Background: an optimization exercise with open tools, aiming at small area. Do not read the settings as production practice.
In this exercise RTL edits were held to simulation tests only and were not proved equivalent to the original.
No activity file was given, so power comes from the tool's default toggle rates.

[flow/standard.sh]
#!/bin/bash
# synth_recipe.tcl (not shown) runs the flow's synth.tcl, then flattens the netlist and writes it again
# the make line also repeats each setting of config.mk as NAME=value (left out here)
make -C /OpenROAD-flow-scripts/flow DESIGN_CONFIG=/design/flow/config.mk WORK_HOME=/design/flow/orfs CLKGATE_MAP_FILE= SYNTH_SCRIPT=/design/flow/synth_recipe.tcl "${@:-finish}"
[flow/flow/run.sh]
#!/bin/bash
# Layout flow: the standard ORFS flow (standard.sh), except that synthesis
# maps the logic with an area-oriented ABC script (flow/abc.script) and the
# port buffers use a small buffer cell. Registers, their names and cell types
# are those of the standard synthesis (ABC only maps combinational logic).
set -euo pipefail
W=$PWD

# ORFS synth.tcl with its ABC call pointed at flow/abc.script
sed 's#log_cmd abc {\*}$abc_args#log_cmd abc {*}[lreplace $abc_args 1 1 '"$W"'/flow/abc.script]#' \
    "$FLOW_HOME/scripts/synth.tcl" > "$W/synth_area.tcl"
grep -q "flow/abc.script" "$W/synth_area.tcl"

# The standard flow's synthesis wrapper, sourcing the copy above
sed "s#source \$::env(SCRIPTS_DIR)/synth.tcl#source $W/synth_area.tcl#" synth_recipe.tcl > "$W/synth_recipe_area.tcl"
grep -q "synth_area.tcl" "$W/synth_recipe_area.tcl"

# standard.sh with the synthesis wrapper above and the port buffer cell
sed -e "s#SYNTH_SCRIPT=[^ ]*#SYNTH_SCRIPT=$W/synth_recipe_area.tcl 'BUFFER_PORTS_ARGS=-buffer_cell sky130_fd_sc_hd__buf_2'#" \
    standard.sh > "$W/standard_area.sh"
grep -q "synth_recipe_area.tcl" "$W/standard_area.sh"

bash "$W/standard_area.sh" > "$W/flow_make.log" 2>&1
[flow/constraint.sdc]
create_clock -name core_clock -period 12.0 [get_ports {clk}]
set_input_delay 2.4000 -clock core_clock [delete_from_list [all_inputs] [get_ports {clk}]]
set_output_delay 2.4000 -clock core_clock [all_outputs]
set_load 0.01 [all_outputs]
[flow/flow/abc.script]
strash
balance -l
resub -K 6 -l
rewrite -l
resub -K 6 -N 2 -l
refactor -l
resub -K 8 -l
balance -l
resub -K 8 -N 2 -l
rewrite -l
resub -K 10 -l
rewrite -z -l
resub -K 10 -N 2 -l
balance -l
resub -K 12 -l
refactor -z -l
resub -K 12 -N 2 -l
rewrite -z -l
balance -l
dch -f
amap -A 4 -F 4
topo
[flow/design.v]
module optommp_parser (
    input  wire        clk,
    input  wire        rst,
    input  wire        req_valid,
    input  wire        req_write,
    input  wire        req_space,
    input  wire        req_size,
    input  wire [7:0]  req_addr,
    input  wire [31:0] req_wdata,
    output reg         rsp_valid,
    output reg  [31:0] rsp_rdata,
    output reg         rsp_err,
    output wire        irq
);
    localparam [3:0] E_BADCMD = 4'h1, E_BUSY = 4'h2, E_ORC_SHORT = 4'h3,
                     E_BUFLEN = 4'h4, E_VIEW = 4'h5;
    reg [511:0] bufm;                
    reg         busy, busy_d, done, err;
    reg         ph;                  
    reg         ml_inc;              
    reg [1:0]   last_op;
    reg [2:0]   errcode;
    reg         irq_en;
    reg [6:0]   buf_len;
    reg [31:0]  orc_off;
    reg         match_res;
    reg [16:0]  msglen_res;
    reg         view_mode;
    reg [15:0]  view_index;
    reg [31:0]  view_data;
    reg         blk_valid;
    reg         orc_v, vs_v, vd_v, ml_v;
    reg         sv;                  
    reg         hv;                  
    reg         det;                 
    reg         s5;                  
    reg         s6;                  
    reg [3:0]   tc;                  
    reg [15:0]  dd;                  
    reg [5:0]   tl;                  
    reg [15:0]  src;                 
    reg [31:0]  qa;                  
    reg [31:0]  qb;                  
    reg [1:0]   rk;                  
    reg [7:0]   ra;
    reg         vcap;                
    wire [7:0] a = req_addr;
    wire reg_mapped = (a[1:0] == 2'b00) && (a[7] || (a[6:0] <= 7'h44));
    wire reg_ok = req_size && reg_mapped;
    wire buf_ok = (a[7:6] == 2'b00) && (!req_size || a[1:0] == 2'b00);
    wire admitted = req_space ? buf_ok : reg_ok;
    wire acc    = req_valid && admitted;
    wire wr     = acc && req_write;
    wire reg_wr = wr && !req_space;
    wire buf_wr = wr && req_space;
    wire w_cmd    = reg_wr && (a[6:2] == 5'h00) && !a[7];
    wire w_status = reg_wr && (a == 8'h04);
    wire w_ctrl   = reg_wr && (a == 8'h08);
    wire w_buflen = reg_wr && (a == 8'h0C);
    wire w_orc    = reg_wr && (a == 8'h10);
    wire w_view   = reg_wr && (a == 8'h3C);
    wire [3:0] op = req_wdata[3:0];
    wire op_ok = (op == 4'd1) || (op == 4'd2) || (op == 4'd3);
    wire start = w_cmd && !busy && op_ok;
    wire buflen_ok = (req_wdata[31:7] == 25'd0) && (req_wdata[6:0] <= 7'd64);
    wire       o_small = !orc_v || (orc_off[31:6] == 26'd0);
    wire [5:0] o6      = orc_v ? orc_off[5:0] : 6'd0;
    wire [7:0] o_room  = {1'b0, buf_len} - {2'b00, o6};      
    wire       orc_ok  = o_small && !o_room[7] && (o_room[6:2] != 5'd0);
    wire       orc_14  = o_small && !o_room[7] && (o_room[6:4] != 3'd0 || o_room[3:1] == 3'd7);
    wire [5:0] blen6   = qb[21:16];
    wire       vw_mode = req_wdata[31];
    wire [15:0] vw_idx = req_wdata[15:0];
    wire [5:0] vw_x    = vw_mode ? vw_idx[5:0] : {vw_idx[3:0], 2'b11};
    wire       view_hit = blk_valid && (vw_idx[15:6] == 10'd0) && (vw_mode || vw_idx[5:4] == 2'b00) &&
                          (vw_x < blen6);
    reg        raise;
    reg [2:0]  raise_code;
    always @(*) begin
        raise = 1'b0;
        raise_code = 3'd0;
        if (buf_wr || w_cmd || w_buflen || w_orc || w_view) begin
            if (busy) begin
                raise = 1'b1; raise_code = E_BUSY[2:0];
            end else if (w_cmd && !op_ok) begin
                raise = 1'b1; raise_code = E_BADCMD[2:0];
            end else if (w_buflen && !buflen_ok) begin
                raise = 1'b1; raise_code = E_BUFLEN[2:0];
            end else if (w_view && !view_hit) begin
                raise = 1'b1; raise_code = E_VIEW[2:0];
            end else if (start && op == 4'd2 && !orc_ok) begin
                raise = 1'b1; raise_code = E_ORC_SHORT[2:0];
            end
        end
    end
    assign irq = irq_en && (done || err);
    wire bwe = !rst && buf_wr && !busy;
    wire [7:0] wd_lane [0:3];
    assign wd_lane[0] = req_size ? req_wdata[31:24] : req_wdata[7:0];
    assign wd_lane[1] = req_size ? req_wdata[23:16] : req_wdata[7:0];
    assign wd_lane[2] = req_size ? req_wdata[15:8]  : req_wdata[7:0];
    assign wd_lane[3] = req_wdata[7:0];
    wire [63:0] bwe_k;
    genvar k;
    generate
        for (k = 0; k < 64; k = k + 1) begin : g_bwe
            assign bwe_k[k] = bwe && (a[5:2] == k / 4) && (req_size || a[1:0] == k % 4);
        end
    endgenerate
    integer i;
    always @(posedge clk)
        for (i = 0; i < 64; i = i + 1)
            if (bwe_k[i]) bufm[8*i +: 8] <= wd_lane[i % 4];
    wire eng_ml = busy && !ph && (last_op == 2'd2);    
    wire [3:0] mq  = o6[5:2];
    wire [1:0] mr  = o6[1:0];
    wire [3:0] mq1 = mq + 4'd1;
    wire [3:0] mq3 = mq + 4'd3;
    wire [3:0] mq4 = mq + 4'd4;
    wire [1:0] mrm = mr - 2'd1;
    wire [1:0] mrp = mr + 2'd1;
    reg [3:0] wsel [0:3];
    reg [1:0] rot;
    integer j;
    always @(*) begin
        for (j = 0; j < 4; j = j + 1) begin
            if (vcap)
                wsel[j] = view_mode ? (4'd4 + view_index[5:2]) : (4'd4 + view_index[3:0]);
            else if (eng_ml)
                wsel[j] = (mrm == j[1:0]) ? ((mr != 2'd0) ? mq1 : mq) : (j[1:0] < mr) ? mq4 : mq3;
            else
                wsel[j] = ra[5:2];
        end
        if (vcap)
            rot = view_mode ? view_index[1:0] : 2'd3;
        else if (eng_ml)
            rot = mrp;
        else
            rot = (rk == 2'd3) ? ra[1:0] : 2'd3;
    end
    wire [7:0] lane [0:3];
    genvar b, ww;
    generate
        for (k = 0; k < 4; k = k + 1) begin : g_lane
            wire [15:0] oh = 16'd1 << wsel[k];
            for (b = 0; b < 8; b = b + 1) begin : g_bit
                wire [15:0] d;
                for (ww = 0; ww < 16; ww = ww + 1) begin : g_d
                    assign d[ww] = bufm[8*(4*ww + k) + b];
                end
                omp_aor16 u_aor (.d(d), .s(oh), .y(lane[k][b]));
            end
        end
    endgenerate
    wire [3:0] oh_r0 = 4'd1 << rot;
    wire [3:0] oh_r1 = 4'd1 << mr;
    wire [3:0] oh_r2 = 4'd1 << mrm;
    wire [7:0] x0, x1;
    wire [7:0] x2;
    generate
        for (b = 0; b < 8; b = b + 1) begin : g_rot
            wire [3:0] d = {lane[3][b], lane[2][b], lane[1][b], lane[0][b]};
            omp_aor4 u_x0 (.d(d), .s(oh_r0), .y(x0[b]));
            omp_aor4 u_x1 (.d(d), .s(oh_r1), .y(x1[b]));
            if (b >= 4) begin : g_x2
                omp_aor4 u_x2 (.d(d), .s(oh_r2), .y(x2[b]));
            end else begin : g_x2z
                assign x2[b] = 1'b0;
            end
        end
    endgenerate
    wire [31:0] rd_word = {lane[0], lane[1], lane[2], x0};
    wire [3:0] ml_t = x2[7:4];
    reg  [4:0] ml_base;
    always @(*) begin
        case (ml_t)
            4'd0, 4'd1, 4'd5, 4'd6, 4'd7: ml_base = 5'd16;
            4'd2, 4'd4:                   ml_base = 5'd12;
            default:                      ml_base = 5'd8;
        endcase
    end
    wire        ml_ext = ((ml_t == 4'd1) || (ml_t == 4'd7)) && orc_14;
    wire [12:0] ml_hi  = msglen_res[16:4] + 13'd1;
    function [7:0] bb;
        input integer n;
        begin
            bb = bufm[8*n +: 8];
        end
    endfunction
    wire [3:0]  d_t    = bb(3) >> 4;
    wire [15:0] d_n    = {bb(12), bb(13)};
    wire        d_l14  = (buf_len >= 7'd14);
    wire        d_l16  = (buf_len >= 7'd16);
    wire        d_dl   = (d_t == 4'd1) || (d_t == 4'd5) || (d_t == 4'd7);
    wire        d_blkt = (d_t == 4'd1) || (d_t == 4'd7);
    wire        d_dst  = (d_t == 4'd0) || (d_t == 4'd1) || (d_t == 4'd4) || (d_t == 4'd5);
    wire [6:0]  d_room = buf_len - 7'd16;                    
    wire        d_fit  = d_l16 && (d_n[15:6] == 10'd0) && ({1'b0, d_n[5:0]} <= d_room);
    wire pv    = !tc[3] && (tc != 4'd3);
    wire dst   = (tc == 4'd0) || (tc == 4'd1) || (tc == 4'd4) || (tc == 4'd5);
    wire isdl  = (tc == 4'd1) || (tc == 4'd5) || (tc == 4'd7);
    wire isq   = (tc == 4'd0) || (tc == 4'd6);
    wire recs  = hv && det;
    wire p5    = pv && s5 && (isdl || isq);
    wire blkd  = recs && s6;
    wire [15:0] n = qb[31:16];
    wire rr = (rk == 2'd1);
    wire [5:0] w = ra[7:2];
    function sel; input [5:0] x; begin sel = rr && (w == x); end endfunction
    wire s_val0 = sel(6'd35) && recs;
    wire s_val1 = sel(6'd39) && recs;
    wire s_val2 = sel(6'd43) && recs;
    wire s_val3 = sel(6'd47) && recs && pv;
    wire s_val4 = sel(6'd51) && recs && pv;
    wire s_val5 = sel(6'd55) && recs && p5;
    wire s_len5 = sel(6'd54) && recs && p5;
    wire s_val6 = sel(6'd59) && recs && s6;
    wire s_len6 = sel(6'd58) && recs && s6;
    wire g_orc  = sel(6'h04) && orc_v;
    wire g_qa   = (sel(6'h08) && hv && dst) || (s_val4 && dst);
    wire g_rc   = s_val4 && !dst;
    wire g_qb   = s_val5 && isq;
    wire g_n    = (sel(6'h0B) && hv && isdl && s5) || (s_val5 && isdl) || s_val6 || s_len6 ||
                  (sel(6'h0D) && blkd) || (sel(6'h0E) && blkd);
    wire g_wc   = sel(6'h0E) && blkd;
    wire g_vd   = sel(6'h10) && vd_v;
    wire g_ml   = sel(6'h06) && ml_v;
    wire g_vs   = sel(6'h0F) && vs_v;
    wire g_dd   = s_val0;
    wire g_src  = s_val3;
    wire g_tl   = s_val1;
    wire g_tc   = s_val2;
    wire g_sum  = sel(6'h07);
    wire g_st   = sel(6'h01);
    wire g_bl   = sel(6'h03);
    reg [7:0] c;
    always @(*) begin
        c = 8'd0;
        if (rr) begin
            if (w[5]) begin
                if (recs) case (w[4:0])
                    5'd0:  c = dd[15] ? 8'd2 : 8'd1;
                    5'd2:  c = 8'd2;
                    5'd4:  c = 8'd3;  5'd5: c = 8'd2; 5'd6: c = 8'd1;
                    5'd8:  c = 8'd4;  5'd9: c = 8'd3; 5'd10: c = 8'd1;
                    5'd12: c = pv ? 8'd5 : 8'd0; 5'd13: c = pv ? 8'd4 : 8'd0; 5'd14: c = pv ? 8'd2 : 8'd0;
                    5'd16: c = pv ? (dst ? 8'd6 : 8'd8) : 8'd0;
                    5'd17: c = pv ? (dst ? 8'd8 : 8'd6) : 8'd0;
                    5'd18: c = pv ? (dst ? 8'd4 : 8'd1) : 8'd0;
                    5'd20: c = p5 ? (isq ? 8'd7 : 8'd9) : 8'd0;
                    5'd21: c = p5 ? 8'd12 : 8'd0;
                    5'd22: c = p5 ? (isq ? 8'd4 : 8'd2) : 8'd0;
                    5'd24: c = s6 ? 8'd10 : 8'd0;
                    5'd25: c = s6 ? 8'd16 : 8'd0;
                    default: c = 8'd0;
                endcase
            end else case (w[4:0])
                5'h02: c = {7'd0, irq_en};
                5'h05: c = {7'd0, match_res};
                5'h09: c = recs ? (pv ? (8'd5 + {7'd0, p5} + {7'd0, s6}) : 8'd3) : 8'd0;
                5'h0A: if (hv) case (tc)
                            4'd0, 4'd1, 4'd6, 4'd7: c = 8'd16;
                            4'd2: c = 8'd7; 4'd4: c = 8'd12; 4'd5: c = 8'd14;
                            default: c = 8'd4;
                       endcase
                5'h0C: c = blkd ? 8'd16 : 8'd0;
                default: c = 8'd0;
            endcase
        end
    end
    wire [31:0] regv =
          ({32{g_orc}} & orc_off)
        | ({32{g_qa}}  & qa)
        | ({32{g_rc}}  & {28'd0, qa[3:0]})
        | ({32{g_qb}}  & qb)
        | ({32{g_n}}   & {16'd0, n})
        | ({32{g_wc}}  & {12'd0, n[5:2], 16'd0})
        | ({32{g_vd}}  & view_data)
        | ({32{g_ml}}  & {15'd0, msglen_res})
        | ({32{g_vs}}  & {view_mode, 15'd0, view_index})
        | ({32{g_dd}}  & {17'd0, dd[14:0]})
        | ({32{g_src}} & {16'd0, src})
        | ({32{g_tl}}  & {26'd0, tl})
        | ({32{g_tc}}  & {28'd0, tc})
        | ({32{g_sum}} & {24'd0, hv ? tc : 4'd0, hv && dst, hv && !pv, hv, sv})
        | ({32{g_st}}  & {20'd0, 1'b0, errcode, 2'b00, last_op, 1'b0, err, done && !busy_d, busy_d})
        | ({32{g_bl}}  & {25'd0, buf_len})
        | ({32{sel(6'h0D)}} & {blk_valid, 31'd0})
        | ({32{sel(6'h11)}} & 32'h4F4D4D50)
        | {24'd0, c};
    wire sw = (rk == 2'd2);
    wire sb = rk[1];
    always @(*) rsp_rdata = regv | ({32{sw}} & {rd_word[31:8], 8'd0}) | ({32{sb}} & {24'd0, x0});
    always @(posedge clk) begin
        busy_d <= busy;
        ra     <= a;
        rk     <= (acc && !req_write) ? (req_space ? (req_size ? 2'd2 : 2'd3) : 2'd1) : 2'd0;
        rsp_err <= !admitted;
    end
    always @(posedge clk) begin
        if (rst) begin
            rsp_valid <= 1'b0;
            vcap <= 1'b0;
            busy <= 1'b0; ph <= 1'b0; done <= 1'b0; err <= 1'b0;
            last_op <= 2'd0; errcode <= 3'd0;
            irq_en <= 1'b0;
            buf_len <= 7'd0;
            match_res <= 1'b0;
            orc_v <= 1'b0; vs_v <= 1'b0; vd_v <= 1'b0; ml_v <= 1'b0;
            blk_valid <= 1'b0;
            sv <= 1'b0; hv <= 1'b0; det <= 1'b0;
        end else begin
            rsp_valid <= req_valid;
            vcap <= w_view && !busy && view_hit;
            if (w_status && req_wdata[2]) begin
                err <= 1'b0;
                errcode <= 3'd0;
            end else if (raise) begin
                err <= 1'b1;
                if (!err) errcode <= raise_code;
            end
            busy <= start || eng_ml;
            ph   <= eng_ml;
            if (busy && !eng_ml)
                done <= 1'b1;
            else if (start || (w_status && req_wdata[1]))
                done <= 1'b0;
            if (w_ctrl)
                irq_en <= req_wdata[0];
            if (bwe)
                blk_valid <= 1'b0;
            if (w_buflen && !busy && buflen_ok) begin
                buf_len   <= req_wdata[6:0];
                blk_valid <= 1'b0;
            end
            if (w_orc && !busy)
                orc_v <= 1'b1;
            if (w_view && !busy) begin
                vs_v <= 1'b1;
                if (!view_hit)
                    vd_v <= 1'b0;
            end
            if (vcap)
                vd_v <= 1'b1;
            if (eng_ml && orc_ok)
                ml_v <= 1'b1;
            if (start) begin
                last_op <= op[1:0];
                if (op == 4'd1)
                    match_res <= (buf_len >= 7'd4) && (bb(0) == 8'd0) && (bb(1) == 8'd0) &&
                                 (bb(2) & 8'h03) == 8'd0 && (bb(3) & 8'h0F) == 8'd0 &&
                                 !d_t[3] && (d_t != 4'd3);
                if (op == 4'd3) begin
                    sv  <= 1'b1;
                    hv  <= (buf_len >= 7'd12);
                    det <= req_wdata[4];
                    blk_valid <= req_wdata[4] && (buf_len >= 7'd12) && d_blkt && d_fit;
                    vd_v <= 1'b0;
                end
            end
        end
    end
    always @(posedge clk) begin
        if (!rst && w_orc && !busy)
            orc_off <= req_wdata;
        if (!rst && w_view && !busy) begin
            view_mode  <= vw_mode;
            view_index <= vw_idx;
        end
        if (!rst && vcap)
            view_data <= view_mode ? {24'd0, x0} : rd_word;
        if (!rst && eng_ml && orc_ok) begin
            msglen_res <= ml_ext ? {1'b0, x1, x0} : {12'd0, ml_base};
            ml_inc <= ml_ext;
        end
        if (!rst && busy && ph && orc_ok && ml_inc)
            msglen_res[16:4] <= ml_hi;
    end
    always @(posedge clk) begin
        if (!rst && start && op == 4'd3) begin
            tc  <= d_t;
            dd  <= {bb(0), bb(1)};
            tl  <= bb(2) >> 2;
            src <= {bb(4), bb(5)};
            qa[31:4] <= {bb(8), bb(9), bb(10), bb(11)} >> 4;
            qa[3:0]  <= d_dst ? bb(11) & 8'h0F : bb(6) >> 4;
            qb  <= {bb(12), bb(13), bb(14), bb(15)};
            s5  <= d_dl ? d_l14 : d_l16;
            s6  <= d_blkt && d_fit;
        end
    end
endmodule
module omp_aor16 (
    input  wire [15:0] d,
    input  wire [15:0] s,
    output wire        y
);
    assign y = |(d & s);
endmodule
module omp_aor4 (
    input  wire [3:0] d,
    input  wire [3:0] s,
    output wire       y
);
    assign y = |(d & s);
endmodule
[flow/config.mk]
export PLATFORM = sky130hd
export DESIGN_NAME = optommp_parser
export DESIGN_NICKNAME = optommp_parser
export VERILOG_FILES = /design/flow/design.v
export SDC_FILE = /design/flow/constraint.sdc
export NUM_CORES = 8
export LEC_CHECK = 0
export CAP_MARGIN = 10
export CORE_MARGIN = 2
export CORE_UTILIZATION = 50
export CTS_BUF_LIST = sky130_fd_sc_hd__clkbuf_8
export CTS_CLUSTER_DIAMETER = 60
export CTS_CLUSTER_SIZE = 12
export PLACE_DENSITY = 0.6
export SLEW_MARGIN = 10
==> results of run 1 <==
## stage by stage
stage | hold slack (ns) | util, % | total power [µW] | cells
4_1_cts | 0.441 | 56.4 | 4780 | 3364
6_report | 0.442 | 56.4 | 4780 | 3365
3_5_place_dp | 0.438 | 54.2 | 3250 | 3259
2_1_floorplan | 0.412 | - | 3080 | 2243
3_3_place_gp | 0.439 | 54.2 | 3240 | 3259
5_1_grt | 0.450 | 56.4 | 4890 | 3365
## synth_stat cells (all sizes together), types with 3 or more instances
master	number	area share (%)
edfxtp	719	69
o221a	5	0.18
nor4	52	1.0
a22o	71	2.0
nor3	53	0.85
o2111ai	5	0.14
o22ai	62	1.2
ha	27	1.1
o31a	3	0.084
o211ai	6	0.14
a211oi	10	0.24
nand2	107	1.3
a221oi	59	1.7
a221o	3	0.096
o32ai	6	0.17
o21ai	98	1.6
dfxtp	40	2.6
a2111oi	7	0.20
a222oi	76	2.4
o31ai	6	0.14
nor2	257	3.1
or2	8	0.16
or4	11	0.26
a21oi	49	0.79
a22oi	103	2.5
nand3	46	0.74
a31oi	9	0.18
clkinv	189	2.3
or3	31	0.62
nor4bb	5	0.16
and3	9	0.18
o22a	4	0.11
o221ai	32	0.90
nand4	45	0.90
o21a	9	0.22
## report_power, final
group	switching (µW)	leakage, µW	total (µW)	internal [µW]
sequential	3.76	0.00682	2900	2900
combinational	218	0.00359	293	75.5
clock	903	0.000717	1590	682
## worst paths after layout
| check | endpoint | from | cells after the start |
|---|---|---|---|
| worst max-delay path | rsp_rdata[3] | orc_off[1] | 17 |
| worst min-delay path | qb[3] | bufm[123] | 0 |
| worst max register to register | msglen_res[13] | orc_off[1] | 18 |
| worst min register to register | qb[3] | bufm[123] | 0 |
## worst max-delay path, delay by kind of cell (launching register included)
| kind | cells | cell delay (ns) |
|---|---|---|
| adder cells (fa/ha/maj) | 1 | 0.62 |
| buffers and inverters | 4 | 1.47 |
| AO/OA/AOI/OAI | 6 | 2.71 |
| AND/OR/NAND/NOR | 6 | 1.36 |
| flip-flops | 1 | 0.40 |
## final cells by class
type	count	area, µm²
Clock inverter	28	269
Inverter	189	709
Clock buffer	77	1060
Timing Repair Buffer	179	1140
Fill cell	5082	26900
Antenna cell	1	2.50
Sequential cell	759	22400
Multi-Input combinational cell	1295	8200
Tap cell	837	1050
## layer usage
layer	track usage, %	wire [µm]	share of wire (%)
met2	52.3	50000	43
met4	15.3	5590	4.8
met1	52.7	47400	41
met3	8.57	13300	11
met5	0	53	0.046
## placed cells by master, fill, tap and decap left out, drive strengths merged, types with 15 or more instances in the layout
cell / netlist / layout
nand3: 46 / 46
nor3: 53 / 53
buf: 0 / 179
o221ai: 32 / 32
o21ai: 98 / 98
a221oi: 59 / 59
nand2: 107 / 107
a22o: 71 / 71
or3: 31 / 31
nor2: 257 / 257
nor4: 52 / 52
clkinv: 189 / 196
a22oi: 103 / 103
dfxtp: 40 / 40
clkbuf: 0 / 77
ha: 27 / 27
edfxtp: 719 / 719
a222oi: 76 / 76
o22ai: 62 / 62
nand4: 45 / 45
a21oi: 49 / 49
inv: 0 / 15
## cells by family (layout without fill, tap and decap cells)
kind of cell	after synthesis	after routing	synth area share (%)
other cells	0	1	0
fa+ha+maj	28	28	1.15
buf+inv	189	473	2.27
compound gates	634	634	15.3
flops	759	759	71.8
simple gates	633	633	9.52
## state kept, by name (all words and copies together), names as in the netlist, 8 cells and up
signal and flops:
qb 32, bufm 512, orc_off 32, view_index 16, msglen_res 17, src 16, ra 8, qa 32
dd 16, view_data 32
==> impl_metrics.json, run 1 <==
{
  "skew_ns": 0.0311,
  "grt_usage_pct": 36.2,
  "avgViaCountPerCell": 6.88,
  "crit_path_max_fanout": 19,
  "drt_iter0_markers": 3772,
  "h-tree-depth": 3,
  "ys.flop_type": "edfxtp_1",
  "clk_pin_slew_ns": 0.09,
  "yosysWarnings": 3,
  "cp.arrival_ns": 7.29,
  "worst_slack_ns": 2.31,
  "crit_top_cell": "nor2_1",
  "die_area_mm2": 0.0644,
  "post_drt_wl_per_cell_um": 34.6,
  "finalMaxSlewViolations": 0,
  "power-per-cell-area_mw_per_mm2": 137,
  "synth_area_mm2": 0.0312,
  "startpoint_type": "flop",
  "setup_tns_ns": 0,
  "worstSetupPathType": "flop to primary output",
  "clk_latency_ns": 0.72,
  "peakVddDrop_mv": 0.142,
  "clock_sinks": 759,
  "status": "timing/DRC/antenna clean",
  "fin_area_mm2": 0.0348,
  "grt_pass1_wl_um": 161000,
  "slew_headroom_pct": 18.9,
  "synth_cell_type_count": 51,
  "hp-class": "flop to flop",
  "post-dp-hpwl_um": 84600,
  "ctsHoldBuffers": 0,
  "yosysSeqAreaShare_pct": 71.8,
  "synth_edf_count": 719,
  "std_cell_rows": 91,
  "place_area_mm2": 0.0335,
  "first_pass_iters": 8,
  "critPathSlowestCell": "clkinv_1",
  "core_mm2": 0.0617,
  "overflow": 0,
  "max_freq_ghz": 0.103,
  "place.gp.congestion": 1.02,
  "wl_um": 116000,
  "synthArstFlopShare_pct": 0,
  "worstMarginPinSlew_ns": 1.21,
  "die_y_um": 254,
  "p_leak_uw": 0.0111,
  "num_vias": 23163,
  "max_stage_delay_ns": 0.72,
  "ios": 81,
  "end_kind": "primary output",
  "drc": 0,
  "crit_path_cell_trace": "nand2_1 > ha_1 > clkinv_1 > a221oi_1 > nor2_1 > o21ai_0 > clkinv_1 > nand3_1 > nor2_1 > a222oi_1 > nand3_1 > a2111oi_0 > buf_4 > o22ai_1 > nor2_1 > o211ai_1 > buf_2",
  "drive_above_1_share_pct": 11.5,
  "initial_core_util_pct": 50.5,
  "grt_antenna_before_repair": 8,
  "portBuffers": 80,
  "critPathRequiredTime_ns": 9.60,
  "grt_max_degree": 62,
  "setup_violations": 0,
  "syn-num-nets": 2317,
  "cts_resized": 0,
  "ctsRootBufferMaster": "clkbuf_8",
  "tritoncts": "built",
  "grt_pass1_vias": 21671,
  "rsz0062_at_grt": "no",
  "fp.dieW_um": 254,
  "syn_inst": 2243,
  "preCtsSetupSlack_ns": 3.18,
  "area_growth_pct": 11.6,
  "drv_cap": 0,
  "layout.nets": 2574,
  "cts_buffers": 76,
  "finalHoldViolCount": 0,
  "ant_nets": 0,
  "clockBufferDepth": 3,
  "finalCritPeriodShare_pct": 80.8,
  "post_synth.cell_area_avg_um2": 13.9,
  "min_period_ns": 9.69,
  "ys_ff_latch": 759,
  "r2r_slack_ns": 4.51,
  "post_cts_buffers": 0
}
==> run 2, diff against run 1 <==
--- a/flow/design.v
+++ b/flow/design.v
@@ -128,5 +128,10 @@
                 wsel[j] = view_mode ? (4'd4 + view_index[5:2]) : (4'd4 + view_index[3:0]);
             else if (eng_ml)
-                wsel[j] = (mrm == j[1:0]) ? ((mr != 2'd0) ? mq1 : mq) : (j[1:0] < mr) ? mq4 : mq3;
+                case (j)
+                    0: wsel[j] = (mr == 2'd1) ? mq1 : (mr == 2'd3) ? mq4 : mq3;
+                    1: wsel[j] = (mr == 2'd2) ? mq1 : mq3;
+                    2: wsel[j] = (mr == 2'd3) ? mq1 : mq3;
+                    default: wsel[j] = (mr == 2'd0) ? mq : mq3;
+                endcase
             else
                 wsel[j] = ra[5:2];
==> flow/flow/run.sh (replaced) <==
#!/bin/bash
# Layout flow: the standard ORFS flow (standard.sh), except that
#  - synthesis maps the logic with an area-oriented ABC script (flow/abc.script);
#    registers, their names and cell types are those of the standard synthesis
#    (ABC only maps combinational logic);
#  - the port buffers use a small buffer cell;
#  - clock tree synthesis uses small clock buffers in small clusters, without
#    dummy loads.
set -euo pipefail
W=$PWD

# ORFS synth.tcl with its ABC call pointed at flow/abc.script
sed 's#log_cmd abc {\*}$abc_args#log_cmd abc {*}[lreplace $abc_args 1 1 '"$W"'/flow/abc.script]#' \
    "$FLOW_HOME/scripts/synth.tcl" > "$W/synth_area.tcl"
grep -q "flow/abc.script" "$W/synth_area.tcl"

# The standard flow's synthesis wrapper, sourcing the copy above
sed "s#source \$::env(SCRIPTS_DIR)/synth.tcl#source $W/synth_area.tcl#" synth_recipe.tcl > "$W/synth_recipe_area.tcl"
grep -q "synth_area.tcl" "$W/synth_recipe_area.tcl"

CTS="-sink_clustering_enable -repair_clock_nets -dont_use_dummy_load -buf_list sky130_fd_sc_hd__clkbuf_4 -sink_clustering_size 8 -sink_clustering_max_diameter 40"

# standard.sh with the synthesis wrapper above, the port buffer cell and the CTS arguments
sed -e "s#SYNTH_SCRIPT=[^ ]*#SYNTH_SCRIPT=$W/synth_recipe_area.tcl 'BUFFER_PORTS_ARGS=-buffer_cell sky130_fd_sc_hd__buf_2' 'CTS_ARGS=$CTS'#" \
    standard.sh > "$W/standard_area.sh"
grep -q "synth_recipe_area.tcl" "$W/standard_area.sh"

bash "$W/standard_area.sh" > "$W/flow_make.log" 2>&1
--- a/flow/config.mk
+++ b/flow/config.mk
@@ -9,7 +9,4 @@
 export CORE_MARGIN = 2
 export CORE_UTILIZATION = 50
-export CTS_BUF_LIST = sky130_fd_sc_hd__clkbuf_8
-export CTS_CLUSTER_DIAMETER = 60
-export CTS_CLUSTER_SIZE = 12
 export PLACE_DENSITY = 0.6
 export SLEW_MARGIN = 10
==> run 2 against run 1 <==
Worst setup slack lost 0.52 ns; largest power group unchanged; still clean on timing, DRC and antenna; maximum frequency shrank 5.1%; non-clock buffer count grew 6; global-route usage grew 0.86 points; clock skew grew 0.11 ns; cell count grew 0.51%; first-iteration DRC count grew 11%; design area shrank 1.0%; core utilization shrank 0.58 points; via count grew 1.8%.
==> impl_metrics.json, run 2 <==
{
  "post_synth.cell_area_avg_um2": 14.0,
  "worstSetupPathType": "flop to primary output",
  "h-tree-depth": 3,
  "synth_cell_type_count": 51,
  "peakVddDrop_mv": 0.0950,
  "die_y_um": 254,
  "ys_ff_latch": 759,
  "cp.arrival_ns": 7.82,
  "num_vias": 23576,
  "grt_antenna_before_repair": 12,
  "p_leak_uw": 0.0110,
  "synth_commonest_cells": "edfxtp_1, nor2_1, clkinv_1, nand2_1, a22oi_1",
  "critPathRequiredTime_ns": 9.60,
  "drive_above_1_share_pct": 12.6,
  "cp-startpoint": "orc_v",
  "setup_tns_ns": 0,
  "fin_area_mm2": 0.0345,
  "synth_top_area_share_pct": 69.1,
  "num-fill-cells": 5192,
  "die_area_mm2": 0.0645,
  "hp-class": "flop to flop",
  "post_drt_wl_per_cell_um": 35.4,
  "ctsHoldBuffers": 0,
  "layout.nets": 2618,
  "drc": 0,
  "post_cts_buffers": 0,
  "finalMaxSlewViolations": 0,
  "wl_um": 120000,
  "largest_reg_flops": 512,
  "place.gp.congestion": 1.09,
  "clk_latency_ns": 0.96,
  "end_kind": "primary output",
  "cts_buffers": 117,
  "r2r_start": "orc_v",
  "finalCritPeriodShare_pct": 85.1,
  "grt_pass1_vias": 22109,
  "grt_pass1_wl_um": 165000,
  "portBuffers": 80,
  "ios": 81,
  "syn-num-nets": 2314,
  "reg2regPathDepth": 21,
  "slew_headroom_pct": 4.71,
  "yosysWarnings": 3,
  "avgViaCountPerCell": 6.97,
  "ant_nets": 0,
  "startpoint_type": "flop",
  "cts_resized": 0,
  "initial_core_util_pct": 50.6,
  "rsz0062_at_grt": "no",
  "tritoncts": "built",
  "synthArstFlopShare_pct": 0,
  "fp.dieW_um": 254,
  "clockBufferDepth": 3,
  "ys.flop_type": "edfxtp_1",
  "min_period_ns": 10.22,
  "yosysMostFrequentCell": "edfxtp_1",
  "crit_path_max_fanout": 8,
  "power-per-cell-area_mw_per_mm2": 131,
  "worstMarginPinSlew_ns": 1.41,
  "synth_area_leaders": "edfxtp_1, nor2_1, a222oi_1, dfxtp_1, a22oi_1",
  "clock_sinks": 759,
  "grt_max_degree": 64,
  "synth_top_area_cell": "edfxtp_1",
  "min_path_cells": 0,
  "syn_inst": 2237,
  "area_growth_pct": 10.4,
  "drv_cap": 0,
  "synth_edf_count": 719,
  "synth_area_mm2": 0.0312,
  "power_uw": 4500,
  "grt_usage_pct": 37.1,
  "largest_register": "bufm",
  "overflow": 0,
  "r2r_slack_ns": 3.49,
  "min_from": "bufm[75]",
  "max_freq_ghz": 0.0979,
  "fin_util_pct": 55.8,
  "core_mm2": 0.0617,
  "clk_pin_slew_ns": 0.09,
  "place_area_mm2": 0.0336,
  "drt_iter0_markers": 4198,
  "std_cell_rows": 91,
  "skew_ns": 0.138,
  "ctsRootBufferMaster": "clkbuf_4",
  "finalHoldViolCount": 0,
  "first_pass_iters": 9,
  "setup_violations": 0,
  "post-dp-hpwl_um": 87200,
  "status": "timing/DRC/antenna clean",
  "yosysSeqAreaShare_pct": 71.7,
  "layout_commonest_cell": "edfxtp_1",
  "final_cell_mix": "edfxtp_1, nor2_1, clkinv_1, clkbuf_4, nand2_1"
}
[run 2: cell types whose count changed after synthesis, sizes merged, moves of 6 or more]
cell	change
nor4	+13
a221oi	+6
a22o	+9
o22ai	-38
clkinv	+6
nor3	-11
[run 2: final cells by class]
type,count,area (µm²),share of cell area [%]
Sequential cell,759,22400,65.0
Tap cell,837,1050,3.04
Inverter,195,732,2.12
Timing Repair Buffer,185,1190,3.45
Antenna cell,6,15.0,0.0436
Clock buffer,117,878,2.55
Multi-Input combinational cell,1283,8210,23.8
[run 2: cell families after synthesis]
| logic type | after synthesis | synth area share, % |
|---|---|---|
| simple gates | 641 | 9.71 |
| buf+inv | 195 | 2.34 |
| fa+ha+maj | 31 | 1.27 |
| compound gates | 611 | 15.0 |
| flops | 759 | 71.7 |
[run 2: per-layer routing]
| metal | vias to the layer above | track usage, % | part of all wire, % |
|---|---|---|---|
| met5 | - | 0 | 0.018 |
| met4 | 4 | 17.2 | 4.8 |
| met3 | 290 | 9.94 | 13 |
| met2 | 1760 | 53.3 | 43 |
| met1 | 11760 | 52.7 | 40 |
| li1 | 9762 | - | - |
[run 2: final timing paths]
| kind | to |
|---|---|
| worst max register to register | msglen_res[5] |
| worst min-delay path | qa[19] |
| worst max-delay path | rsp_rdata[3] |
| worst min register to register | qa[19] |
[run 2: per-stage QoR]
stage	worst slack [ns]	std cells	hold WS, ns
global route	1.33	3377	0.468
floorplan	2.22	2237	0.414
detailed placement	2.90	3259	0.440
global placement	2.99	3259	0.444
CTS	1.97	3376	0.456
finish	1.78	3382	0.458
[run 2: where the power goes]
group / switching, µW / total, µW / internal, µW
Sequential: 3.95 / 2900 / 2900
Combinational: 226 / 300 / 74.0
Clock: 854 / 1300 / 442
Total: 1080 / 4500 / 3410
[run 2: worst max-delay path, stage by stage (launching register included)]
cell,delay (ns)
dfxtp_1,0.40
clkinv_1,0.37
nor2_1,0.53
clkinv_1,0.38
nor2_1,0.17
a21oi_1,0.15
a221oi_1,0.38
nor2_1,0.07
o21ai_0,1.01
clkinv_1,0.55
nand3_1,0.24
nor2_1,0.18
a222oi_1,0.32
nor4bb_1,0.87
clkinv_1,0.36
a222oi_1,0.34
o21ai_0,0.28
clkinv_1,0.11
o21ai_0,0.09
buf_2,0.17
==> run 3, diff against run 2 <==
--- a/flow/design.v
+++ b/flow/design.v
@@ -17,6 +17,4 @@
     reg [511:0] bufm;                
     reg         busy, busy_d, done, err;
-    reg         ph;                  
-    reg         ml_inc;              
     reg [1:0]   last_op;
     reg [2:0]   errcode;
@@ -112,10 +110,10 @@
         for (i = 0; i < 64; i = i + 1)
             if (bwe_k[i]) bufm[8*i +: 8] <= wd_lane[i % 4];
-    wire eng_ml = busy && !ph && (last_op == 2'd2);    
-    wire [3:0] mq  = o6[5:2];
-    wire [1:0] mr  = o6[1:0];
-    wire [3:0] mq1 = mq + 4'd1;
-    wire [3:0] mq3 = mq + 4'd3;
-    wire [3:0] mq4 = mq + 4'd4;
+    wire eng_ml = busy && !busy_d && (last_op == 2'd2);    
+    wire [3:0] mq3 = ra[5:2];
+    wire [1:0] mr  = ra[1:0];
+    wire [3:0] mq1 = mq3 - 4'd2;
+    wire [3:0] mq  = mq3 - 4'd3;
+    wire [3:0] mq4 = mq3 + 4'd1;
     wire [1:0] mrm = mr - 2'd1;
     wire [1:0] mrp = mr + 2'd1;
@@ -125,7 +123,5 @@
     always @(*) begin
         for (j = 0; j < 4; j = j + 1) begin
-            if (vcap)
-                wsel[j] = view_mode ? (4'd4 + view_index[5:2]) : (4'd4 + view_index[3:0]);
-            else if (eng_ml)
+            if (eng_ml)
                 case (j)
                     0: wsel[j] = (mr == 2'd1) ? mq1 : (mr == 2'd3) ? mq4 : mq3;
@@ -137,10 +133,8 @@
                 wsel[j] = ra[5:2];
         end
-        if (vcap)
-            rot = view_mode ? view_index[1:0] : 2'd3;
-        else if (eng_ml)
+        if (eng_ml)
             rot = mrp;
         else
-            rot = (rk == 2'd3) ? ra[1:0] : 2'd3;
+            rot = (rk == 2'd2) ? 2'd3 : ra[1:0];
     end
     wire [7:0] lane [0:3];
@@ -186,5 +180,5 @@
     end
     wire        ml_ext = ((ml_t == 4'd1) || (ml_t == 4'd7)) && orc_14;
-    wire [12:0] ml_hi  = msglen_res[16:4] + 13'd1;
+    wire [12:0] ml_hi  = {1'b0, msglen_res[15:4]} + 13'd1;
     function [7:0] bb;
         input integer n;
@@ -299,5 +293,6 @@
     always @(posedge clk) begin
         busy_d <= busy;
-        ra     <= a;
+        ra     <= w_view ? {2'b00, 4'd4 + (vw_mode ? vw_idx[5:2] : vw_idx[3:0]), vw_mode ? vw_idx[1:0] : 2'd3} :
+                  w_cmd  ? {2'b00, o6[5:2] + 4'd3, o6[1:0]} : a;
         rk     <= (acc && !req_write) ? (req_space ? (req_size ? 2'd2 : 2'd3) : 2'd1) : 2'd0;
         rsp_err <= !admitted;
@@ -307,5 +302,5 @@
             rsp_valid <= 1'b0;
             vcap <= 1'b0;
-            busy <= 1'b0; ph <= 1'b0; done <= 1'b0; err <= 1'b0;
+            busy <= 1'b0; done <= 1'b0; err <= 1'b0;
             last_op <= 2'd0; errcode <= 3'd0;
             irq_en <= 1'b0;
@@ -326,5 +321,4 @@
             end
             busy <= start || eng_ml;
-            ph   <= eng_ml;
             if (busy && !eng_ml)
                 done <= 1'b1;
@@ -376,8 +370,7 @@
             view_data <= view_mode ? {24'd0, x0} : rd_word;
         if (!rst && eng_ml && orc_ok) begin
-            msglen_res <= ml_ext ? {1'b0, x1, x0} : {12'd0, ml_base};
-            ml_inc <= ml_ext;
+            msglen_res <= ml_ext ? {1'b1, x1, x0} : {12'd0, ml_base};
         end
-        if (!rst && busy && ph && orc_ok && ml_inc)
+        if (!rst && busy && busy_d && orc_ok && msglen_res[16])
             msglen_res[16:4] <= ml_hi;
     end
==> run 3 against run 2 <==
Synthesized cell count fell by 1.7%; synthesized area decreased by 0.80%; maximum frequency is 0.37% higher; still clean; design area is 1.2% lower; routed wire length down 1.3%; combinational power grew 8.3%; critical path type unchanged; core utilization is 0.46 points lower; sequential share of layout area increased by 0.64 points; largest cell class unchanged; cell count is 3.0% lower; clock power is essentially flat.
==> impl_metrics.json, run 3 <==
{
  "status": "timing/DRC/antenna clean",
  "post_drt_wl_per_cell_um": 36.0,
  "drive_above_1_share_pct": 12.5,
  "ys_ff_latch": 757,
  "num-fill-cells": 5098,
  "synth_area_leaders": "edfxtp_1, a22oi_1, nor2_1, a222oi_1, dfxtp_1",
  "min_period_ns": 10.18,
  "reg2regPathDepth": 24,
  "p_leak_uw": 0.0108,
  "portBuffers": 80,
  "fp.dieW_um": 253,
  "yosys.area_share.simple_pct": 9.14,
  "wl_met2_um": 52000,
  "finalHoldViolCount": 0,
  "grt_antenna_before_repair": 9,
  "met1_length_um": 45000,
  "syn-num-nets": 2282,
  "grt_usage_pct": 37.0,
  "clockBufferDepth": 3,
  "ctsHoldBuffers": 0,
  "synth_top_area_share_pct": 69.6,
  "core_mm2": 0.0615,
  "r2r_end": "msglen_res[7]",
  "finalCritPeriodShare_pct": 84.8,
  "post_cts_buffers": 0,
  "place_area_mm2": 0.0331,
  "synth_commonest_cells": "edfxtp_1, nor2_1, clkinv_1, a22oi_1, nand2_1",
  "layout.nets": 2567,
  "h-tree-depth": 3,
  "place.gp.congestion": 1.05,
  "synthMuxAreaShare_pct": 0,
  "yosysMostFrequentCell": "edfxtp_1",
  "max_stage_delay_ns": 0.94,
  "power-per-cell-area_mw_per_mm2": 132,
  "clk_pin_slew_ns": 0.09,
  "synth-compound-area-share_pct": 14.8,
  "multi_input_area_mm2": 0.00803,
  "drc": 0,
  "post-dp-hpwl_um": 87200,
  "yosysSeqAreaShare_pct": 72.1,
  "synth_xor_area_share_pct": 0,
  "fin_cells": 3279,
  "avgViaCountPerCell": 7.05,
  "std_cell_rows": 91,
  "crit_path_max_fanout": 10,
  "ant_nets": 0,
  "fin_util_pct": 55.4,
  "critPathRequiredTime_ns": 9.60,
  "rsz0062_at_grt": "no",
  "routed.top_layer": "met5",
  "clock_sinks": 757,
  "area_growth_pct": 9.92,
  "slew_headroom_pct": 10.9,
  "ys.flop_type": "edfxtp_1",
  "ios": 81,
  "cts_buffers": 119,
  "finalMaxSlewViolations": 0,
  "synth_top_family_by_area": "compound AO/OA/AOI/OAI gates",
  "synthArstFlopShare_pct": 0,
  "synthAdderAreaFrac_pct": 1.52,
  "setup_violations": 0,
  "end_kind": "primary output",
  "startpoint_type": "flop",
  "largest_register": "bufm",
  "r2r_start": "busy",
  "ctsRootBufferMaster": "clkbuf_4",
  "post_synth.cell_area_avg_um2": 14.1,
  "tritoncts": "built",
  "largest_reg_flops": 512,
  "grt_pass1_vias": 21816,
  "max_freq_ghz": 0.0982,
  "synth_area_mm2": 0.0310,
  "grt_max_degree": 60,
  "worstSetupPathType": "flop to primary output",
  "holdWs_ns": 0.457,
  "grt_pass1_wl_um": 163000,
  "skew_ns": 0.125,
  "min_from": "bufm[124]",
  "r2r_slack_ns": 4.13,
  "wl_um": 118000,
  "cts_resized": 0,
  "fin_area_mm2": 0.0341,
  "overflow": 0,
  "yosysWarnings": 3,
  "synth_top_area_cell": "edfxtp_1",
  "crit_path_cell_trace": "clkinv_1 > nor4_1 > buf_4 > clkinv_1 > nor2_1 > clkinv_1 > o22ai_1 > clkinv_1 > nor4_1 > buf_4 > a22oi_1 > nand4_1 > nor4bb_1 > buf_4 > clkinv_1 > a222oi_1 > o21ai_0 > clkinv_1 > o221ai_1 > buf_2",
  "final_cell_mix": "edfxtp_1, nor2_1, clkinv_1, a22oi_1, clkbuf_4",
  "cp.arrival_ns": 7.78,
  "crit_top_cell": "clkinv_1",
  "drt_iter0_markers": 4119,
  "worstMarginPinSlew_ns": 1.33,
  "hold_end": "qb[4]",
  "first_pass_iters": 9,
  "initial_core_util_pct": 50.4,
  "min_path_cells": 0,
  "critPathSlowestCell": "o22ai_1",
  "die_y_um": 253,
  "clk_latency_ns": 0.96,
  "syn_inst": 2199,
  "wl_met3_um": 14100,
  "layout_commonest_cell": "edfxtp_1",
  "setup_tns_ns": 0,
  "dpl.cell_count": 3152,
  "seq_area_mm2": 0.0223,
  "die_area_mm2": 0.0640,
  "synth_edf_count": 718,
  "drv_cap": 0,
  "hp-class": "flop to flop",
  "peakVddDrop_mv": 0.0873,
  "synth_cell_type_count": 52,
  "num_vias": 23125
}
## run 3: cell count changes in the layout (fill, tap and decap cells not counted), sizes merged, moves of 11 or more
| cell | before | now |
|---|---|---|
| buf | 185 | 165 |
| o22ai | 24 | 46 |
| nor3 | 42 | 31 |
| nand2 | 112 | 100 |
| a22oi | 101 | 139 |
| a22o | 80 | 30 |
| nand3 | 48 | 63 |
| nor4 | 65 | 51 |
## run 3: power breakdown
part / leakage [µW] / total (µW) / switching [µW] / internal (µW)
sequential: 0.00682 / 2900 / 2.50 / 2890
clock: 0.000548 / 1280 / 833 / 449
combinational: 0.00349 / 325 / 246 / 78.6
total: 0.0108 / 4500 / 1080 / 3420
## run 3: worst max path at each step
stage                            from           end  slack [ns]  cells past startpoint
final                            busy  rsp_rdata[4]        1.82                     20
after floorplan           req_addr[4]         dd[0]        4.83                     14
after global placement           busy  rsp_rdata[4]        3.28                     19
after CTS                        busy  rsp_rdata[7]        2.20                     18
after global routing             busy  rsp_rdata[4]        1.62                     20
after detailed placement         busy  rsp_rdata[7]        3.23                     18
## run 3: layout make-up
class	instances	area share (%)
Antenna cell	7	0.0514
Tap cell	790	2.90
Sequential cell	757	65.6
Inverter	195	2.16
Multi-Input combinational cell	1245	23.6
Timing Repair Buffer	166	3.06
Clock buffer	119	2.62
## run 3: worst max-delay path: cells and delay by family (launching register included)
| kind | cells | cell delay (ns) |
|---|---|---|
| buffers and inverters | 10 | 2.60 |
| AO/OA/AOI/OAI | 5 | 1.74 |
| AND/OR/NAND/NOR | 5 | 1.91 |
| flip-flops | 1 | 0.59 |
## run 3: kinds of logic after synthesis
family | Yosys count
simple gates | 601
fa+ha+maj | 37
flops | 757
buf+inv | 197
compound gates | 607
## run 3: metrics by stage
stage                     setup slack [ns]  power, µW
after floorplan                       4.83       3090
after global placement                3.28       3270
after detailed placement              3.23       3270
after CTS                             2.20       4510
after global routing                  1.62       4630
final                                 1.82       4500
## run 3: layer usage
layer	vias up	GRT usage, %
met5	-	0
met1	11403	51.3
li1	9592	-
met3	339	8.71
met2	1781	55.0
met4	10	18.3
==> run 4, diff against run 3 <==
--- a/flow/design.v
+++ b/flow/design.v
@@ -110,5 +110,5 @@
         for (i = 0; i < 64; i = i + 1)
             if (bwe_k[i]) bufm[8*i +: 8] <= wd_lane[i % 4];
-    wire eng_ml = busy && !busy_d && (last_op == 2'd2);    
+    wire eng_ml = busy && (last_op == 2'd2);    
     wire [3:0] mq3 = ra[5:2];
     wire [1:0] mr  = ra[1:0];
@@ -180,5 +180,5 @@
     end
     wire        ml_ext = ((ml_t == 4'd1) || (ml_t == 4'd7)) && orc_14;
-    wire [12:0] ml_hi  = {1'b0, msglen_res[15:4]} + 13'd1;
+    wire [12:0] ml_hi  = {1'b0, x1, x0[7:4]} + 13'd1;
     function [7:0] bb;
         input integer n;
@@ -320,6 +320,6 @@
                 if (!err) errcode <= raise_code;
             end
-            busy <= start || eng_ml;
-            if (busy && !eng_ml)
+            busy <= start;
+            if (busy)
                 done <= 1'b1;
             else if (start || (w_status && req_wdata[1]))
@@ -370,8 +370,6 @@
             view_data <= view_mode ? {24'd0, x0} : rd_word;
         if (!rst && eng_ml && orc_ok) begin
-            msglen_res <= ml_ext ? {1'b1, x1, x0} : {12'd0, ml_base};
+            msglen_res <= ml_ext ? {ml_hi, x0[3:0]} : {12'd0, ml_base};
         end
-        if (!rst && busy && busy_d && orc_ok && msglen_res[16])
-            msglen_res[16:4] <= ml_hi;
     end
     always @(posedge clk) begin
--- a/flow/flow/run.sh
+++ b/flow/flow/run.sh
@@ -22,5 +22,5 @@
 
 # standard.sh with the synthesis wrapper above, the port buffer cell and the CTS arguments
-sed -e "s#SYNTH_SCRIPT=[^ ]*#SYNTH_SCRIPT=$W/synth_recipe_area.tcl 'BUFFER_PORTS_ARGS=-buffer_cell sky130_fd_sc_hd__buf_2' 'CTS_ARGS=$CTS'#" \
+sed -e "s#SYNTH_SCRIPT=[^ ]*#SYNTH_SCRIPT=$W/synth_recipe_area.tcl 'BUFFER_PORTS_ARGS=-buffer_cell sky130_fd_sc_hd__buf_1' 'CTS_ARGS=$CTS'#" \
     standard.sh > "$W/standard_area.sh"
 grep -q "synth_recipe_area.tcl" "$W/standard_area.sh"
==> run 4 against run 3 <==
Clock power about the same; sequential power about the same; combinational power about the same; synthesized area about the same; critical path type unchanged; largest cell class unchanged.
==> impl_metrics.json, run 4 <==
{
  "status": "timing/DRC/antenna clean",
  "synthArstFlopShare_pct": 0,
  "ant_nets": 0,
  "wl_um": 118000,
  "synth_cell_type_count": 57,
  "std_cell_rows": 91,
  "synth_area_leaders": "edfxtp_1, a22oi_1, nor2_1, dfxtp_1, a222oi_1",
  "crit_top_cell": "clkinv_1",
  "area_growth_pct": 9.52,
  "drc": 0,
  "synth_top_area_share_pct": 69.6,
  "syn-num-nets": 2280,
  "portBuffers": 80,
  "clk_pin_slew_ns": 0.08,
  "critPathRequiredTime_ns": 9.60,
  "seq_area_mm2": 0.0223,
  "fin_area_mm2": 0.0339,
  "core_mm2": 0.0615,
  "cp.arrival_ns": 7.11,
  "p_leak_uw": 0.0104,
  "power-per-cell-area_mw_per_mm2": 133,
  "overflow": 0,
  "clock_sinks": 757,
  "largest_register": "bufm",
  "cts_resized": 0,
  "synth_edf_count": 718,
  "ys_ff_latch": 757,
  "hp-class": "flop to flop",
  "grt_pass1_wl_um": 164000,
  "num-fill-cells": 5173,
  "synth_top_area_cell": "edfxtp_1",
  "critPathSlowestCell": "dfxtp_1",
  "first_pass_iters": 10,
  "die_y_um": 253,
  "fp.dieW_um": 253,
  "avgViaCountPerCell": 7.03,
  "yosysWarnings": 3,
  "cpLargestDelayFamily": "compound AO/OA/AOI/OAI gates",
  "grt_usage_pct": 37.0,
  "synth_commonest_cells": "edfxtp_1, nor2_1, clkinv_1, a22oi_1, nand2_1",
  "max_freq_ghz": 0.105,
  "h-tree-depth": 3,
  "post-dp-hpwl_um": 86200,
  "yosysMostFrequentCell": "edfxtp_1",
  "ctsRootBufferMaster": "clkbuf_4",
  "startpoint_type": "flop",
  "syn_inst": 2196,
  "num_vias": 23041,
  "skew_ns": 0.0791,
  "tritoncts": "built",
  "ctsHoldBuffers": 0,
  "yosysSeqAreaShare_pct": 72.1,
  "r2r_start": "ra[2]",
  "preCtsSetupSlack_ns": 3.67,
  "cp_num_buf_inv": 4,
  "slew_headroom_pct": 14.4,
  "synth_area_mm2": 0.0310,
  "grt_pass1_vias": 21725,
  "cp-startpoint": "ra[2]",
  "max_stage_delay_ns": 0.83,
  "power_uw": 4520,
  "post_drt_wl_per_cell_um": 36.1,
  "ys.flop_type": "edfxtp_1",
  "clk_latency_ns": 0.93,
  "setup_tns_ns": 0,
  "fin_util_pct": 55.2,
  "place_area_mm2": 0.0330,
  "post_synth.cell_area_avg_um2": 14.1,
  "layout_commonest_cell": "edfxtp_1",
  "multi_input_area_mm2": 0.00804,
  "post_cts_buffers": 0,
  "worstMarginPinSlew_ns": 1.27,
  "drive_above_1_share_pct": 9.15,
  "grt_antenna_before_repair": 5,
  "rsz0062_at_grt": "no",
  "layout.nets": 2568,
  "initial_core_util_pct": 50.4,
  "min_period_ns": 9.51,
  "setup_violations": 0,
  "drt_iter0_markers": 3943,
  "finalHoldViolCount": 0,
  "grt_max_degree": 65,
  "min_from": "bufm[112]",
  "drv_cap": 0,
  "peakVddDrop_mv": 0.106,
  "largest_reg_flops": 512,
  "cts_buffers": 119,
  "end_kind": "primary output",
  "finalCritPeriodShare_pct": 79.2,
  "crit_path_max_fanout": 16,
  "final_cell_mix": "edfxtp_1, nor2_1, clkinv_1, a22oi_1, clkbuf_4",
  "crit_path_cell_trace": "clkinv_1 > ha_1 > o21ai_0 > a31oi_1 > clkinv_1 > nand3_1 > nor2_1 > a22o_1 > a2111oi_0 > nand3_1 > nor2_1 > o21ai_0 > clkinv_1 > o221ai_1 > buf_1",
  "ios": 81,
  "clockBufferDepth": 3,
  "place.gp.congestion": 1.01,
  "worst_slack_ns": 2.49,
  "worstSetupPathType": "flop to primary output",
  "die_area_mm2": 0.0640,
  "finalMaxSlewViolations": 0
}
## run 4: logic make-up after synthesis
family / Yosys count / share of synthesized area, %
adders and majority gates: 38 / 1.56
DFF: 757 / 72.1
AOI/OAI and AO/OA: 595 / 14.7
and+or+nand+nor: 623 / 9.38
buffers and inverters: 183 / 2.22
## run 4: layer usage
layer / global-route usage (%) / routed length [µm]
met3: 8.45 / 14500
met4: 16.2 / 5790
met1: 53.0 / 46000
met2: 54.5 / 51800
met5: 0 / 16
## run 4: final timing paths
kind / slack, ns / depth (start not counted) / endpoint
worst max-delay path: 2.49 / 15 / rsp_rdata[6]
worst max register to register: 4.33 / 18 / msglen_res[4]
worst min register to register: 0.42 / 0 / qb[8]
worst min-delay path: 0.42 / 0 / qb[8]
## run 4: final cells by class
type                       count  share of cell area [%]
sequential                   757                    65.9
multi-input combinational   1256                    23.7
tap                          790                    2.91
timing repair buffer         169                    2.85
clock buffer                 119                    2.63
inverter                     181                    2.00
antenna                        4                  0.0295
## run 4: report_power, final
part | switching (µW) | internal [µW] | leakage (µW)
Clock | 843 | 449 | 0.000548
Sequential | 5.89 | 2890 | 0.00663
Combinational | 245 | 81.0 | 0.00322
Total | 1090 | 3420 | 0.0104
## run 4: through the flow
stage	hold WS (ns)	cells
floorplan	0.425	2196
global placement	0.442	3153
detailed placement	0.444	3153
CTS	0.439	3272
global route	0.446	3274
finish	0.421	3276
==> run 5, diff against run 4 <==
--- a/flow/design.v
+++ b/flow/design.v
@@ -296,5 +296,5 @@
                   w_cmd  ? {2'b00, o6[5:2] + 4'd3, o6[1:0]} : a;
         rk     <= (acc && !req_write) ? (req_space ? (req_size ? 2'd2 : 2'd3) : 2'd1) : 2'd0;
-        rsp_err <= !admitted;
+        rsp_err <= req_valid && !admitted;
     end
     always @(posedge clk) begin
@@ -335,4 +335,6 @@
             if (w_orc && !busy)
                 orc_v <= 1'b1;
+            if (vcap)
+                vd_v <= 1'b1;
             if (w_view && !busy) begin
                 vs_v <= 1'b1;
@@ -340,6 +342,4 @@
                     vd_v <= 1'b0;
             end
-            if (vcap)
-                vd_v <= 1'b1;
             if (eng_ml && orc_ok)
                 ml_v <= 1'b1;
==> run 5 against run 4 <==
Still clean on timing, DRC and antenna; worst setup slack worse by 0.25 ns; register-to-register slack better by 0.04 ns; cell count about the same; clock power about the same; non-clock buffer count up 1; synthesized cell count down 0.23%; critical path type unchanged; largest cell class unchanged.
==> impl_metrics.json, run 5 <==
{
  "post_drt_wl_per_cell_um": 35.7,
  "setup_violations": 0,
  "grt.met2_usage_pct": 53.6,
  "largest_reg_flops": 512,
  "drive_above_1_share_pct": 9.73,
  "fp.dieW_um": 253,
  "slew_headroom_pct": 17.9,
  "finalCritPeriodShare_pct": 81.4,
  "synth_top_area_share_pct": 69.7,
  "ios": 81,
  "post_cts_buffers": 0,
  "max_freq_ghz": 0.102,
  "clock_sinks": 757,
  "grt_pass1_vias": 21525,
  "synth_commonest_cells": "edfxtp_1, nor2_1, clkinv_1, a22oi_1, nand2_1",
  "peakVddDrop_mv": 0.0773,
  "overflow": 0,
  "largest_register": "bufm",
  "wl_um": 117000,
  "post_synth.cell_area_avg_um2": 14.1,
  "ctsHoldBuffers": 0,
  "die_y_um": 253,
  "die_area_mm2": 0.0639,
  "synth_cell_type_count": 53,
  "switching_share_pct": 24.4,
  "hp-class": "flop to flop",
  "worstMarginPinSlew_ns": 1.22,
  "post-dp-hpwl_um": 85300,
  "drt_iter0_markers": 4205,
  "final_cell_mix": "edfxtp_1, nor2_1, clkinv_1, a22oi_1, clkbuf_4",
  "finalMaxSlewViolations": 0,
  "finalHoldViolCount": 0,
  "synth_edf_count": 718,
  "setup_tns_ns": 0,
  "ant_nets": 0,
  "status": "timing/DRC/antenna clean",
  "first_pass_iters": 8,
  "synth_area_mm2": 0.0309,
  "min_period_ns": 9.76,
  "clk_latency_ns": 0.97,
  "p_leak_uw": 0.0104,
  "synth_top_area_cell": "edfxtp_1",
  "grt_antenna_before_repair": 6,
  "yosysWarnings": 3,
  "p_comb_share_pct": 7.3,
  "synth_area_leaders": "edfxtp_1, a22oi_1, nor2_1, a222oi_1, dfxtp_1",
  "p_clk_share_pct": 28.7,
  "rsz0062_at_grt": "no",
  "cts_buffers": 119,
  "yosysSeqAreaShare_pct": 72.2,
  "core_mm2": 0.0615,
  "clockBufferDepth": 3,
  "crit_path_max_fanout": 12,
  "yosysMostFrequentCell": "edfxtp_1",
  "startpoint_type": "flop",
  "fin_util_pct": 55.2,
  "ys_ff_latch": 757,
  "ys.flop_type": "edfxtp_1",
  "preCtsSetupSlack_ns": 3.42,
  "end_kind": "primary output",
  "initial_core_util_pct": 50.3,
  "syn-num-nets": 2275,
  "portBuffers": 80,
  "num_vias": 23035,
  "cp.arrival_ns": 7.36,
  "clk_pin_slew_ns": 0.09,
  "drc": 0,
  "layout_commonest_cell": "edfxtp_1",
  "drv_cap": 0,
  "fin_cells": 3274,
  "dpl.cell_count": 3149,
  "cts_resized": 0,
  "synthArstFlopShare_pct": 0,
  "place.gp.congestion": 1.03,
  "ctsRootBufferMaster": "clkbuf_4",
  "p_sw_uw": 1110,
  "busiest_layer": "met2",
  "h-tree-depth": 3,
  "worst_slack_ns": 2.24,
  "grt_use_met1_pct": 52.1,
  "holdWs_ns": 0.425,
  "grt_usage_pct": 36.6,
  "grt_use_met3_pct": 8.93,
  "intPower_uw": 3420,
  "avgViaCountPerCell": 7.04,
  "critPathRequiredTime_ns": 9.60,
  "tritoncts": "built",
  "layout.nets": 2564,
  "seqPwrFrac_pct": 64.0,
  "grt_pass1_wl_um": 162000,
  "std_cell_rows": 91,
  "power-per-cell-area_mw_per_mm2": 133,
  "skew_ns": 0.163,
  "area_growth_pct": 9.75,
  "grt_max_degree": 45,
  "worstSetupPathType": "flop to primary output",
  "syn_inst": 2191
}
run 5: cell types whose count changed after synthesis, moves of 12 or more:
| cell | previous run | this run |
|---|---|---|
| a222oi_1 | 74 | 92 |
| o221ai_1 | 41 | 27 |
| a21oi_1 | 45 | 58 |
| nor4_1 | 42 | 55 |
| nand4_1 | 46 | 34 |
| nor2_1 | 260 | 248 |
run 5: power by group through the flow:
| stage | clock, µW | sequential [µW] | combinational (µW) |
|---|---|---|---|
| 2_1_floorplan | 0 | 2960 | 144 |
| 3_3_place_gp | 0 | 2960 | 317 |
| 3_5_place_dp | 0 | 2960 | 318 |
| 4_1_cts | 1310 | 2900 | 319 |
| 5_1_grt | 1410 | 2900 | 342 |
| 6_report | 1300 | 2900 | 331 |
run 5: per-stage QoR:
| stage | total power, µW | cell area [µm²] |
|---|---|---|
| 2_1_floorplan | 3100 | 30900 |
| 3_3_place_gp | 3280 | 33100 |
| 3_5_place_dp | 3280 | 33100 |
| 4_1_cts | 4530 | 33900 |
| 5_1_grt | 4650 | 34000 |
| 6_report | 4530 | 34000 |
run 5: path summary, 6_finish.rpt:
kind         cells after the start              to  startpoint  slack, ns
max                             17    rsp_rdata[2]        busy       2.24
min reg2reg                      0           qa[7]    bufm[95]       0.42
max reg2reg                     20  msglen_res[15]        busy       4.37
min                              0           qa[7]    bufm[95]       0.42
run 5: layout make-up:
cell class              count  area, µm²
inverters                 181        679
repair buffers            170        976
diodes                      6       15.0
multi-input cells        1251       8080
well taps                 790        988
clock buffers             119        893
fillers                  5106      27500
flip-flops and latches    757      22300
run 5: per-layer routing:
| layer | share of wire [%] | vias up |
|---|---|---|
| met1 | 40 | 11483 |
| met2 | 43 | 1740 |
| met5 | 0.020 | - |
| met4 | 4.9 | 4 |
| met3 | 12 | 284 |
| li1 | - | 9524 |
run 5: worst max-delay path: stages, from the launching register on:
cell and delay, ns:
dfxtp_1 0.58, nand2_1 0.10, nor2_1 0.52, clkinv_1 0.40, nor2_1 0.47, a21oi_1 0.13
a31oi_1 0.79, clkinv_1 0.55, nor4_1 1.06, buf_4 0.28, a22o_1 0.12, a221oi_1 0.04
nand3_1 0.17, nor2_1 0.17, o221ai_1 0.35, clkinv_1 0.28, o2111ai_1 0.28, buf_1 0.19
run 5: cell families (layout without fill, tap and decap cells):
| family | count (synthesis) | in the layout | synth area share (%) |
|---|---|---|---|
| other | 0 | 6 | 0 |
| and+or+nand+nor | 615 | 615 | 9.38 |
| buffers and inverters | 183 | 470 | 2.22 |
| DFF | 757 | 757 | 72.2 |
| AOI/OAI and AO/OA | 598 | 598 | 14.7 |
| adders and majority gates | 38 | 38 | 1.56 |

## re-timing with driven ports
The results above use ideal ports. As a check the final layouts listed here were re-extracted and re-timed, cells and wires unchanged. Step 1 (the two cells are an assumption about what drives the block):
set clk [get_ports {clk}]
set_driving_cell -lib_cell sky130_fd_sc_hd__clkbuf_16 $clk
set_driving_cell -lib_cell sky130_fd_sc_hd__buf_2 [delete_from_list [all_inputs] $clk]
Step 2 also shifts input and output timing later by t, the mid clock arrival at the registers, as if the neighbouring blocks saw the same clock. a / b / c = ideal ports / drivers / drivers and shift; a / b = the first two.
run | t (ns) | setup WS [ns] | hold WS [ns]
run 1 | 0.766 | 2.305 / 2.243 / 3.008 | 0.442 / 0.442 / 0.442
run 2 | 0.951 | 1.782 / 1.724 / 2.675 | 0.458 / 0.458 / 0.458
run 3 | 0.961 | 1.820 / 1.760 / 2.721 | 0.457 / 0.457 / 0.457
run 4 | 0.940 | 2.492 / 2.436 / 3.376 | 0.421 / 0.421 / 0.421
run 5 | 0.945 | 2.238 / 2.183 / 3.127 | 0.425 / 0.425 / 0.425
After both steps every run listed still meets setup and hold.
